Background: an optimization exercise with open tools, aiming at small area, a short achievable clock period and few clock cycles. Do not read the settings as production practice. Function was checked by simulation only, so behaviour that the tests miss may differ from the original. No activity file was given, so power comes from the tool's default toggle rates.

==> inputs of exp/harbor <==
Design rudp_codec, start of the top module:
module rudp_codec (
    input  wire        clk,
    input  wire        rst,
    input  wire [11:0] hb_addr,
    input  wire [31:0] hb_wdata,
    input  wire        hb_we,
    input  wire        hb_re,
    output reg  [31:0] hb_rdata,
    output wire        irq
);
==> flow/config.mk <==
export PLATFORM = sky130hd
export DESIGN_NAME = rudp_codec
export DESIGN_NICKNAME = rudp_codec
export VERILOG_FILES = /design/flow/design.v
export SDC_FILE = /design/flow/constraint.sdc
export NUM_CORES = 4
export LEC_CHECK = 0
export CAP_MARGIN = 20
export CORE_MARGIN = 2
export CORE_UTILIZATION = 35
export SLEW_MARGIN = 20
==> flow/constraint.sdc <==
create_clock -name core_clock -period 10.0 [get_ports {clk}]
set_input_delay 2.0000 -clock core_clock [delete_from_list [all_inputs] [get_ports {clk}]]
set_output_delay 2.0000 -clock core_clock [all_outputs]
set_load 0.01 [all_outputs]
run.sh (not shown) runs the stock make flow with config.mk's settings and CLKGATE_MAP_FILE= SYNTH_SCRIPT=/design/flow/synth_recipe.tcl, a recipe that flattens the netlist after the stock synthesis.
==> exp/nickel: changes against exp/harbor <==
--- a/flow/design.v
+++ b/flow/design.v
@@ -1054,22 +1054,18 @@
                 always @(posedge clk)
                     if (enc_done)
                         q <= fsum;
                     else if (cb_host_we && wk == 0)
                         q <= hb_wdata[7:0];
-            end else if (g < 4) begin : g_hdr
+            end else begin : g_byte
+                wire       we  = cb_host_we && wk == g / 4;
+                wire       cp  = enc_go && (g < 4 || c_len[5:0] > g - 4);
+                wire [7:0] src = (g < 4) ? hdr_byte[g < 4 ? g : 1] : txbuf[8*(g < 4 ? 0 : g - 4) +: 8];
                 always @(posedge clk)
-                    if (cb_host_we && wk == 0)
-                        q <= hb_wdata[8*g +: 8];
-                    else if (enc_go)
-                        q <= hdr_byte[g];
-            end else begin : g_pay
-                always @(posedge clk)
-                    if (cb_host_we && wk == g / 4)
-                        q <= hb_wdata[8*(g % 4) +: 8];
-                    else if (enc_go && c_len[5:0] > g - 4)
-                        q <= txbuf[8*(g-4) +: 8];
+                    q <= ({8{we}} & hb_wdata[8*(g % 4) +: 8])
+                       | ({8{cp}} & src)
+                       | ({8{!(we || cp)}} & q);
             end
             assign cbuf[8*g +: 8] = q;
         end
     endgenerate
     wire len_host_we = !rst && hb_we && wa == A_CBUF_LEN && !busy;
Settings changed: CORE_UTILIZATION 35 to 45, SETUP_SLACK_MARGIN set to 4, TNS_END_PERCENT set to 5.
==> summary of the runs <==
Combinational power: exp/harbor is smaller than exp/nickel (about 18%). Cell count: exp/harbor is lower than exp/nickel (5.4%). Routed wire length: exp/nickel is higher than exp/harbor (7.6%). In exp/nickel the fmax is higher than in exp/harbor, by 27%.
Testbench counts of exp/harbor, summed over its fixed seeds: cycles 12,675.
Testbench counts of exp/nickel, summed over its fixed seeds: cycles 12,675.

========
==> inputs of garnet <==
rudp_codec with an RTL version that a note above also has.
Settings: LEC_CHECK=0, CAP_MARGIN=20, CORE_MARGIN=2, CORE_UTILIZATION=45, SETUP_SLACK_MARGIN=4, SLEW_MARGIN=20; clock period 10.0 ns.
==> cedar: changes against garnet <==
--- a/flow/design.v
+++ b/flow/design.v
@@ -43,34 +43,36 @@
     reg        busy;        
     reg        is_dec;      
     reg        fs_ok;       
     wire [9:0] wa = hb_addr[11:2];
     wire       in_tx = (wa[9:8] == 2'b01);
     wire       in_cb = (wa[9:8] == 2'b10);
     wire [7:0] wk  = wa[7:0];
+    wire [3:0] rk = hb_addr[5:2];
+    wire rd_tx = (hb_addr[11:10] == 2'b01) && (hb_addr[9:6] == 4'd0) && (rk != 4'd15);
+    wire rd_cb = (hb_addr[11:10] == 2'b10) && (hb_addr[9:6] == 4'd0);
+    wire rd_rg = (hb_addr[11:7] == 5'd0);
+    wire [31:0] tx_word = txbuf[32*rk +: 32];
+    wire [31:0] cb_word = cbuf[32*rk +: 32];
+    reg  [31:0] rg_word;
     always @(*) begin
-        hb_rdata = 32'd0;
-        if (in_tx) begin
-            if (wk < TX_WORDS) hb_rdata = txbuf[32*wk +: 32];
-        end else if (in_cb) begin
-            if (wk < CB_WORDS) hb_rdata = cbuf[32*wk +: 32];
-        end else begin
-            case (wa)
-                A_ID:          hb_rdata = 32'h52554450;
-                A_PARAM:       hb_rdata = {16'd0 + MAX_PAYLOAD[15:0], 16'd0};
-                A_STATUS:      hb_rdata = {16'd0, err, 1'b0, 2'b00, busy, 7'd0, busy};
-                A_IRQ_ENABLE:  hb_rdata = {27'd0, irq_en};
-                A_IRQ_PENDING: hb_rdata = {27'd0, irq_pend};
-                A_CBUF_LEN:    hb_rdata = {22'd0, cbuf_len};
-                A_DEC_RESULT:  hb_rdata = {dec_flag, 7'd0, dec_valid && dec_exp == dec_rcv, dec_exp, dec_rcv};
-                A_DEC_SEQ:     hb_rdata = {6'd0, 4'd0, dec_plen, dec_seqno};
-                default:       hb_rdata = 32'd0;
-            endcase
-        end
+        case (hb_addr[6:2])
+            A_ID[4:0]:          rg_word = 32'h52554450;
+            A_PARAM[4:0]:       rg_word = {16'd0 + MAX_PAYLOAD[15:0], 16'd0};
+            A_STATUS[4:0]:      rg_word = {16'd0, err, 1'b0, 2'b00, busy, 7'd0, busy};
+            A_IRQ_ENABLE[4:0]:  rg_word = {27'd0, irq_en};
+            A_IRQ_PENDING[4:0]: rg_word = {27'd0, irq_pend};
+            A_CBUF_LEN[4:0]:    rg_word = {22'd0, cbuf_len};
+            A_DEC_RESULT[4:0]:  rg_word = {dec_flag, 7'd0, dec_valid && dec_exp == dec_rcv, dec_exp, dec_rcv};
+            A_DEC_SEQ[4:0]:     rg_word = {6'd0, 4'd0, dec_plen, dec_seqno};
+            default:            rg_word = 32'd0;
+        endcase
     end
+    always @(*)
+        hb_rdata = ({32{rd_tx}} & tx_word) | ({32{rd_cb}} & cb_word) | ({32{rd_rg}} & rg_word);
     assign irq = |(irq_pend & irq_en);
     wire [3:0] c_op   = hb_wdata[3:0];
     wire [1:0] c_flag = hb_wdata[5:4];
     wire [9:0] c_len  = hb_wdata[15:6];
     wire [15:0] c_seq = hb_wdata[31:16];
     reg [3:0] c_code;
     always @(*) begin
- TNS_END_PERCENT: default -> 5
==> pepper: changes against garnet <==
--- a/flow/design.v
+++ b/flow/design.v
@@ -1052,22 +1052,26 @@
             reg [7:0] q;
             if (g == 0) begin : g_sum
                 always @(posedge clk)
                     if (enc_done)
                         q <= fsum;
                     else if (cb_host_we && wk == 0)
                         q <= hb_wdata[7:0];
-            end else begin : g_byte
-                wire       we  = cb_host_we && wk == g / 4;
-                wire       cp  = enc_go && (g < 4 || c_len[5:0] > g - 4);
-                wire [7:0] src = (g < 4) ? hdr_byte[g < 4 ? g : 1] : txbuf[8*(g < 4 ? 0 : g - 4) +: 8];
+            end else if (g < 4) begin : g_hdr
                 always @(posedge clk)
-                    q <= ({8{we}} & hb_wdata[8*(g % 4) +: 8])
-                       | ({8{cp}} & src)
-                       | ({8{!(we || cp)}} & q);
+                    if (cb_host_we && wk == 0)
+                        q <= hb_wdata[8*g +: 8];
+                    else if (enc_go)
+                        q <= hdr_byte[g];
+            end else begin : g_pay
+                always @(posedge clk)
+                    if (cb_host_we && wk == g / 4)
+                        q <= hb_wdata[8*(g % 4) +: 8];
+                    else if (enc_go && c_len[5:0] > g - 4)
+                        q <= txbuf[8*(g-4) +: 8];
             end
             assign cbuf[8*g +: 8] = q;
         end
     endgenerate
     wire len_host_we = !rst && hb_we && wa == A_CBUF_LEN && !busy;
     always @(posedge clk)
         fs_ok <= !(rst || cb_host_we || len_host_we || enc_go);
- TNS_END_PERCENT: default -> 5
==> delta: changes against garnet <==
--- a/flow/design.v
+++ b/flow/design.v
@@ -1052,22 +1052,26 @@
             reg [7:0] q;
             if (g == 0) begin : g_sum
                 always @(posedge clk)
                     if (enc_done)
                         q <= fsum;
                     else if (cb_host_we && wk == 0)
                         q <= hb_wdata[7:0];
-            end else begin : g_byte
-                wire       we  = cb_host_we && wk == g / 4;
-                wire       cp  = enc_go && (g < 4 || c_len[5:0] > g - 4);
-                wire [7:0] src = (g < 4) ? hdr_byte[g < 4 ? g : 1] : txbuf[8*(g < 4 ? 0 : g - 4) +: 8];
+            end else if (g < 4) begin : g_hdr
                 always @(posedge clk)
-                    q <= ({8{we}} & hb_wdata[8*(g % 4) +: 8])
-                       | ({8{cp}} & src)
-                       | ({8{!(we || cp)}} & q);
+                    if (cb_host_we && wk == 0)
+                        q <= hb_wdata[8*g +: 8];
+                    else if (enc_go)
+                        q <= hdr_byte[g];
+            end else begin : g_pay
+                always @(posedge clk)
+                    if (cb_host_we && wk == g / 4)
+                        q <= hb_wdata[8*(g % 4) +: 8];
+                    else if (enc_go && c_len[5:0] > g - 4)
+                        q <= txbuf[8*(g-4) +: 8];
             end
             assign cbuf[8*g +: 8] = q;
         end
     endgenerate
     wire len_host_we = !rst && hb_we && wa == A_CBUF_LEN && !busy;
     always @(posedge clk)
         fs_ok <= !(rst || cb_host_we || len_host_we || enc_go);
==> results.txt <==
The lowest clock power belongs to garnet, the highest to delta. Against cedar, the die area of pepper is higher by 2.5%. Total power: delta > pepper > cedar > garnet. The lowest combinational power belongs to garnet, the highest to delta. Of pepper and garnet, pepper has the higher area after synthesis (gap 4.0%, measured against garnet).
==> figures <==
quantity                                                                            garnet                    delta                    pepper         cedar
Status                                                    no timing/DRC/antenna violations  no timing/DRC/antenna violations  no timing/DRC/antenna violations  no timing/DRC/antenna violations
Max H-tree Level                                                                         3                        4                         4             3
Met3 layer wire length in the routed design                                        53.6 mm                  42.1 mm                   39.5 mm       45.3 mm
Met3 routing resource usage after global routing                                     22.3%                    14.3%                     13.6%         18.0%
Most Frequent Cell on Critical Path                                sky130_fd_sc_hd__mux4_2  sky130_fd_sc_hd__buf_12  sky130_fd_sc_hd__xnor2_1             -
Startpoint of the most critical hold path                                    g_cb[41].q[5]            dec_seqno[13]              dec_seqno[6]  dec_seqno[0]
Register Area                                                                   0.0272 mm2               0.0323 mm2                0.0323 mm2    0.0272 mm2
Fraction of post-synthesis cell area in the top cell type by area                    24.4%                    47.8%                     47.8%         24.1%
Stages on the worst setup path                                                           8                       10                        15             8
Net switching fraction of the power                                                  24.6%                    24.4%                     23.9%         24.7%
Simple-gate share of the synthesized area                                            13.5%                    7.42%                     7.42%         14.6%
Testbench counts of garnet, summed over its fixed seeds: cycles 12,675.
Testbench counts of cedar, summed over its fixed seeds: cycles 12,675.
Testbench counts of pepper, summed over its fixed seeds: cycles 12,675.
Testbench counts of delta, summed over its fixed seeds: cycles 12,675.

-- separate check: timing with driven ports --
The results above use ideal ports. As a check the final layouts listed here were re-extracted and re-timed, cells and wires unchanged.
Step 1, drivers: a clkbuf_16 drives clk and a buf_2 each remaining input, both assumed.
Step 2, shift: input delay + t, output delay - t, t = (earliest + latest rising clock arrival at the registers) / 2. This alone moves slack from input paths to output paths.
Three values: ideal, step 1, step 2; two values: the first two.
| run | shift t [ns] | setup WS [ns] | worst setup path at the end | worst register clock-pin slew, ns |
|---|---|---|---|---|
| exp/harbor | 0.907 | 1.565 / 1.537 / 1.537 | input to output | 0.07 / 0.07 |
| exp/nickel | 0.861 | 3.377 / 2.811 / 2.811 | input to output | 0.09 / 0.09 |
| garnet | 0.856 | 3.442 / 3.060 / 3.060 | input to output | 0.08 / 0.08 |
| cedar | 0.865 | 3.359 / 2.896 / 2.705 | input to register | 0.07 / 0.07 |
| pepper | 0.872 | 3.560 / 3.120 / 3.010 | input to register | 0.07 / 0.07 |
| delta | 0.903 | 3.550 / 3.252 / 3.125 | input to register | 0.07 / 0.07 |
After both steps every run listed still meets setup and hold. The setup slack of cedar, which loses most, moves by -0.463 ns with the drivers and by -0.654 ns with both steps.
